This design comes from an exercise in tuning for small area, a short achievable clock period and few clock cycles on the open sky130 flow, not from production work. Only simulation tests tie the RTL to the original design; equivalence was not proved. Power and IR drop assume default switching activity.

**config.mk**
```make
export PLATFORM = sky130hd
export DESIGN_NAME = xvcd_enc
export DESIGN_NICKNAME = xvcd_enc
export VERILOG_FILES = /design/flow/design.v
export SDC_FILE = /design/flow/constraint.sdc
export NUM_CORES = 4
export LEC_CHECK = 0
export CAP_MARGIN = 20
export CORE_MARGIN = 2
export CORE_UTILIZATION = 40
export PLACE_DENSITY = 0.6
export SLEW_MARGIN = 20
```
**constraint.sdc**
```tcl
create_clock -name core_clock -period 10.0 [get_ports {clk}]
set_input_delay 2.0000 -clock core_clock [delete_from_list [all_inputs] [get_ports {clk}]]
set_output_delay 2.0000 -clock core_clock [all_outputs]
set_load 0.01 [all_outputs]
```
**design.v**
```verilog
module xvcd_enc (
    input  wire        clk,
    input  wire        rst,         
    input  wire        start,
    input  wire [15:0] n_bits,
    input  wire [15:0] tx_cap,
    output wire        busy,
    output reg  [12:0] mem_addr,
    input  wire [7:0]  mem_tms,
    input  wire [7:0]  mem_tdi,
    output reg         out_valid,
    output reg  [7:0]  out_data,
    output reg         out_sob,
    input  wire        out_ready
);
    localparam [7:0] OP_TMS_RUN  = 8'h6B;
    localparam [7:0] OP_TDI_RUN  = 8'h3B;
    localparam [7:0] OP_BYTE_RUN = 8'h39;
    localparam [3:0] S_IDLE   = 4'd0,
                     S_RD0    = 4'd1,    
                     S_RD1    = 4'd2,    
                     S_DEC    = 4'd3,    
                     S_SCANA  = 4'd4,    
                     S_SCANB  = 4'd5,    
                     S_HDR    = 4'd6,    
                     S_DRD    = 4'd7,    
                     S_DLD    = 4'd8,    
                     S_DOUT   = 4'd9,    
                     S_SEL    = 4'd10,   
                     S_BHDR   = 4'd11,   
                     S_SCANC  = 4'd12;   
    reg  [3:0]  state;
    reg  [15:0] n_r;
    reg  [15:0] cap_r;
    reg  [15:0] pos;
    reg  [15:0] cb_len;
    reg  [7:0]  tms0, tdi0;
    reg  [12:0] k;           
    reg  [12:0] m;           
    reg         bytes_mode;
    reg  [3:0]  used_bits;   
    reg  [7:0]  hdr1, hdr2;  
    reg  [7:0]  hdr0;
    reg  [1:0]  hidx;
    reg         sob_pend;
    assign busy = (state != S_IDLE);
    wire [12:0] b        = pos[15:3];
    wire [2:0]  off      = pos[2:0];
    wire [15:0] remain   = n_r - pos;
    wire [12:0] whole    = remain[15:3];
    wire [15:0] cap_m3   = cap_r - 16'd3;
    wire [15:0] limit    = (cap_m3 < {3'b0, whole}) ? cap_m3 : {3'b0, whole};
    wire [3:0]  to_bound = 4'd8 - {1'b0, off};
    wire [3:0]  w        = (remain < {12'd0, to_bound}) ? remain[3:0] : to_bound;
    wire [7:0]  t = tms0 >> off;
    wire [7:0]  d = tdi0 >> off;
    reg  [3:0]  run_len;
    integer j;
    reg         go;
    always @(*) begin
        run_len = 4'd1;
        go = 1'b1;
        for (j = 1; j < 8; j = j + 1) begin
            if (go && (j < w)) begin
                if (t[0]) begin
                    if (j < 7 && t[j] && (d[j] == d[0])) run_len = run_len + 4'd1;
                    else go = 1'b0;
                end else begin
                    if (!t[j]) run_len = run_len + 4'd1;
                    else go = 1'b0;
                end
            end else begin
                go = 1'b0;
            end
        end
    end
    wire [12:0] k_m1 = k - 13'd1;
    wire [7:0] run_mask = (8'd1 << run_len) - 8'd1;
    wire [7:0] tms_payload = {d[0], 7'd0} | run_mask;
    wire [7:0] tdi_payload = d & run_mask;
    wire use_bytes = (off == 3'd0) && (remain >= 16'd16) &&
                     (tms0 == 8'h00) && (mem_tms == 8'h00);
    always @(posedge clk) begin
        if (rst) begin
            state     <= S_IDLE;
            out_valid <= 1'b0;
            out_sob   <= 1'b0;
            out_data  <= 8'h00;
            mem_addr  <= 13'd0;
            pos       <= 16'd0;
            cb_len    <= 16'd0;
            sob_pend  <= 1'b0;
        end else begin
            case (state)
            S_IDLE: begin
                if (start) begin
                    n_r      <= n_bits;
                    cap_r    <= tx_cap;
                    pos      <= 16'd0;
                    cb_len   <= 16'd0;
                    sob_pend <= 1'b1;
                    if (n_bits != 16'd0) state <= S_RD0;
                end
            end
            S_RD0: begin
                mem_addr <= b;
                state    <= S_RD1;
            end
            S_RD1: begin
                mem_addr <= b + 13'd1;
                state    <= S_DEC;
            end
            S_DEC: begin
                tms0  <= mem_tms;
                tdi0  <= mem_tdi;
                state <= S_SEL;
            end
            S_SEL: begin
                if (use_bytes) begin
                    bytes_mode <= 1'b1;
                    k          <= 13'd0;
                    state      <= S_SCANA;
                end else begin
                    bytes_mode <= 1'b0;
                    used_bits  <= run_len;
                    hdr0       <= t[0] ? OP_TMS_RUN : OP_TDI_RUN;
                    hdr1       <= {4'd0, run_len - 4'd1};
                    hdr2       <= t[0] ? tms_payload : tdi_payload;
                    hidx       <= 2'd0;
                    if ({1'b0, cb_len} + 17'd3 > {1'b0, cap_r}) begin
                        sob_pend <= 1'b1;
                        cb_len   <= 16'd3;
                    end else begin
                        cb_len   <= cb_len + 16'd3;
                    end
                    state      <= S_HDR;
                end
            end
            S_SCANA: begin
                if ({3'b0, k} < limit) begin
                    mem_addr <= b + k;
                    state    <= S_SCANB;
                end else begin
                    state    <= S_BHDR;
                end
            end
            S_SCANB: begin
                state <= S_SCANC;
            end
            S_SCANC: begin
                if (mem_tms == 8'h00) begin
                    k     <= k + 13'd1;
                    state <= S_SCANA;
                end else begin
                    state <= S_BHDR;
                end
            end
            S_BHDR: begin
                hdr0 <= OP_BYTE_RUN;
                hdr1 <= k_m1[7:0];
                hdr2 <= {3'd0, k_m1[12:8]};
                hidx <= 2'd0;
                m    <= 13'd0;
                if ({1'b0, cb_len} + 17'd3 + {4'b0, k} > {1'b0, cap_r}) begin
                    sob_pend <= 1'b1;
                    cb_len   <= 16'd3 + {3'b0, k};
                end else begin
                    cb_len   <= cb_len + 16'd3 + {3'b0, k};
                end
                state <= S_HDR;
            end
            S_HDR: begin
                if (!out_valid) begin
                    out_valid <= 1'b1;
                    out_sob   <= sob_pend && (hidx == 2'd0);
                    out_data  <= (hidx == 2'd0) ? hdr0 : (hidx == 2'd1) ? hdr1 : hdr2;
                end else if (out_ready) begin
                    out_valid <= 1'b0;
                    out_sob   <= 1'b0;
                    sob_pend  <= 1'b0;
                    if (hidx == 2'd2) begin
                        if (bytes_mode) begin
                            state <= S_DRD;
                        end else begin
                            pos <= pos + {12'd0, used_bits};
                            if (pos + {12'd0, used_bits} == n_r) state <= S_IDLE;
                            else state <= S_RD0;
                        end
                    end else begin
                        hidx <= hidx + 2'd1;
                    end
                end
            end
            S_DRD: begin
                mem_addr <= b + m;
                state    <= S_DLD;
            end
            S_DLD: begin
                state <= S_DOUT;
            end
            S_DOUT: begin
                if (!out_valid) begin
                    out_valid <= 1'b1;
                    out_sob   <= 1'b0;
                    out_data  <= mem_tdi;
                end else if (out_ready) begin
                    out_valid <= 1'b0;
                    if (m + 13'd1 == k) begin
                        pos <= pos + {k, 3'b000};
                        if (pos + {k, 3'b000} == n_r) state <= S_IDLE;
                        else state <= S_RD0;
                    end else begin
                        m     <= m + 13'd1;
                        state <= S_DRD;
                    end
                end
            end
            default: state <= S_IDLE;
            endcase
        end
    end
endmodule
```
**run.sh**
```bash
#!/bin/bash
# synth_recipe.tcl (not shown) runs the flow's synth.tcl, then flattens the netlist and writes it again
# the make line also repeats each setting of config.mk as NAME=value (left out here)
make -C /OpenROAD-flow-scripts/flow DESIGN_CONFIG=/design/flow/config.mk WORK_HOME=/design/flow/orfs CLKGATE_MAP_FILE= SYNTH_SCRIPT=/design/flow/synth_recipe.tcl finish
```
==> results.cfg <==
[outcome]
status = complete, no violations

[clock_tree]
cts_max_level = 4
clock_sinks = 160
clock_latency_ns = 0.46
hold_buffers = 0
cts_made_buffers = 17
clockBufferDepth = 2
cts_root_buf = clkbuf_16
cts_tree = yes
cts.reportedPaths.clkPinSlew_ns = 0.07

[drt]
avgRoutedWirePerCell_um = 21.1
wl_um = 48700
first_pass_iters = 5
viasPerCell = 5.89
ant_nets = 0
num_vias = 13600
drtIter0Drc = 1151
route.detailed.drc = 0

[hold_path]
worstHoldPathType = flop to flop

[worst_setup_path]
end_kind = flop
crit_fanout = 14
setup.worst_path.class = flop to flop
crit_top_cell = ha_1
cp.required_ns = 10.29
critPathLaunchType = flop
crit_arrival_ns = 9.61
slowest_delay_ns = 0.62
crit_slowest_cell = or4_4

[sta]
hold-worst-slack_ns = 0.464
setup_viol = 0
clock.fmax_ghz = 0.107
hold_viol = 0
finalCritPeriodShare = 0.932
finalSetupTns_ns = 0
finalCriticalPeriod_ns = 9.32
tightestPinTransition_ns = 1.01
rsz0062_at_grt = no
skew_ns = 0.0153
max-slew-margin-rel = 0.317
finalMaxSlewViolations = 0

[grt]
antenna_found_initial = 1
grt_pass1_wl_um = 74900
grt_usage = 0.252
grt_max_degree = 55
grt_pass1_vias = 13200
overflow = 0

[logic_synthesis]
mappedNetlistArea_um2 = 14900
synth_common_cells = 180 x nor2_1, 138 x ha_1, 130 x nand2_1
synthArstFlopShare = 0
synth_fp_nets = 1962
synth.area.top_cells = edfxtp_1 20%, ha_1 12%, dfxtp_1 8.0%
synth-seq-area-share = 0.281
synth_cell_types = 88
netlist.area_leader.share = 0.201
synth_seq_cells = 160
synth_area_leader_cell = edfxtp_1
synth_edf_count = 100
syn_area_per_cell_um2 = 8.45
synth_warnings = 1
synth.most_common_cell = nor2_1
ys.flop_type = edfxtp_1
syn_inst = 1767

[power_and_ir_drop]
cellLeakagePower_nw = 6.71
peakVddDrop_uv = 133
p_per_area_nw_per_um2 = 119

[floorplanning]
initial_core_util = 0.407
die_area_um2 = 38900
core_region_area_um2 = 36700
rows = 70
die_h_um = 197
boundaryPins = 76
dieWidth_um = 197

[placed_design]
dp_cells = 2279
port_buffers = 75
routabilityCongestion = 0.929
place_area_um2 = 16300
hpwl_um = 37900

[layout]
drive_gt1_frac = 0.0672
n_antenna_cell = 0
stdcell_count = 2313
syn2layout_area_growth_pct = 13.2
post-route-util = 0.461
fin_nets = 2027
design_area_um2 = 16900

[run]
max_cap_violations = 0
[layer usage]
layer,track usage,vias up,wire [um]
met2,0.434,400,23400
met4,0.109,0,1860
li1,-,6595,-
met3,0.0309,94,2390
met5,0,-,0
met1,0.317,6527,21100
[sequential cells by signal, indices dropped and copies added (netlist names), 2 cells and up]
name and count:
k 13, hidx 2, tdi0 8, hdr2 8, hdr0 3, out_data 8, pos 16, tms0 8
mem_addr 13, cap_r 16, used_bits 4, cb_len 16, hdr1 8, n_r 16, state 4, m 13
[what timing repair did]
| action | 4_1_cts | 5_1_grt |
|---|---|---|
| setup endpoints to repair | 0 | 2 |
| gates resized for setup | 0 | 4 |
| setup buffers | 0 | 2 |
[final timing paths]
kind / startpoint / cells past startpoint / end / slack (ns)
worst min-delay path: out_data[5]$_SDFFE_PP0P_ / 2 / out_data[5]$_SDFFE_PP0P_ / 0.46
worst min register to register: out_data[5]$_SDFFE_PP0P_ / 2 / out_data[5]$_SDFFE_PP0P_ / 0.46
worst max register to register: pos[9]$_SDFFE_PP0P_ / 41 / hdr2[6]$_SDFFCE_PP0P_ / 0.68
worst max-delay path: pos[9]$_SDFFE_PP0P_ / 41 / hdr2[6]$_SDFFCE_PP0P_ / 0.68
[final cells by class]
cell class,instances,area [um2]
Timing Repair Buffer,116,1050
Multi-Input combinational cell,1432,10100
Clock inverter,12,95.1
Sequential cell,160,4210
Inverter,105,394
Tap cell,468,586
Clock buffer,20,479
Fill cell,3594,19800
[cells in the final DEF (no fill, tap or decap), types with 8 or more instances in the layout]
cell,n
a211oi_1,20
a21boi_0,10
a21o_1,22
a21oi_1,98
a22o_1,22
a22oi_1,12
a31oi_1,15
and2_1,14
and3_1,29
buf_4,41
clkbuf_16,19
clkdlybuf4s50_1,74
dfxtp_1,58
edfxtp_1,100
ha_1,138
inv_1,100
mux2i_1,61
nand2_1,130
nand2b_1,23
nand3_1,53
nand4_1,29
nor2_1,178
nor2b_1,22
nor3_1,36
nor4_1,20
o211ai_1,16
o21a_1,22
o21ai_0,110
o21bai_1,8
o22ai_1,9
o31ai_1,12
or3_1,19
xnor2_1,97
xor2_1,65
[cells by family (layout without fill, tap and decap cells)]
family          after synthesis  in the layout  synth area share
flops                       160            160             0.281
compound gates              451            451             0.200
fa+ha+maj                   143            143             0.122
mux                          74             74            0.0560
buf+inv                     175            253            0.0458
xor+xnor                    164            164            0.0972
simple gates                600            600             0.198
[worst max-delay path: cells and delay by family (launching register included)]
kind,cells,cell delay [ns]
mux,2,0.52
xor+xnor,1,0.15
compound gates,15,2.92
flops,1,0.51
simple gates,8,1.88
buf+inv,6,0.62
fa+ha+maj,9,2.54
[stage by stage]
step           worst slack (ns)  power, mW
2_1_floorplan             0.989       1.15
3_3_place_gp              0.707       1.35
3_5_place_dp              0.551       1.36
4_1_cts                   0.556       2.02
5_1_grt                  0.0213       2.11
6_report                  0.678       2.02
[where the power goes]
part           internal [mW]  total [mW]  switching (mW)
Sequential             0.727       0.762          0.0355
Combinational          0.233       0.595           0.362
Clock                  0.352       0.660           0.308
Total                   1.31        2.02           0.706
Testbench counts, summed over its fixed seeds: cycles 137,487.

-- what the ideal ports hide --
The flow's constraints put no driver on any port. The routed layout listed below was extracted and timed again, unchanged, in two steps.
Step 1 (the two cells are an assumption about what drives the block):
set clk [get_ports {clk}]
set_driving_cell -lib_cell sky130_fd_sc_hd__clkbuf_16 $clk
set_driving_cell -lib_cell sky130_fd_sc_hd__buf_2 [delete_from_list [all_inputs] $clk]
Step 2 also shifts input and output timing later by t, the mid clock arrival at the registers, as if the neighbouring blocks saw the same clock.
Three values: no drivers, after step 1, after step 2; two values: the first two.
t, ns: 0.504
setup slack, ns: 0.678 / 0.678 / 0.678
worst setup path at the end: register to register
pins driven straight from the clock port: 1
After both steps setup and hold are still met in this run. The setup slack of this run moves by 0.000 ns with the drivers and by 0.000 ns with both steps.
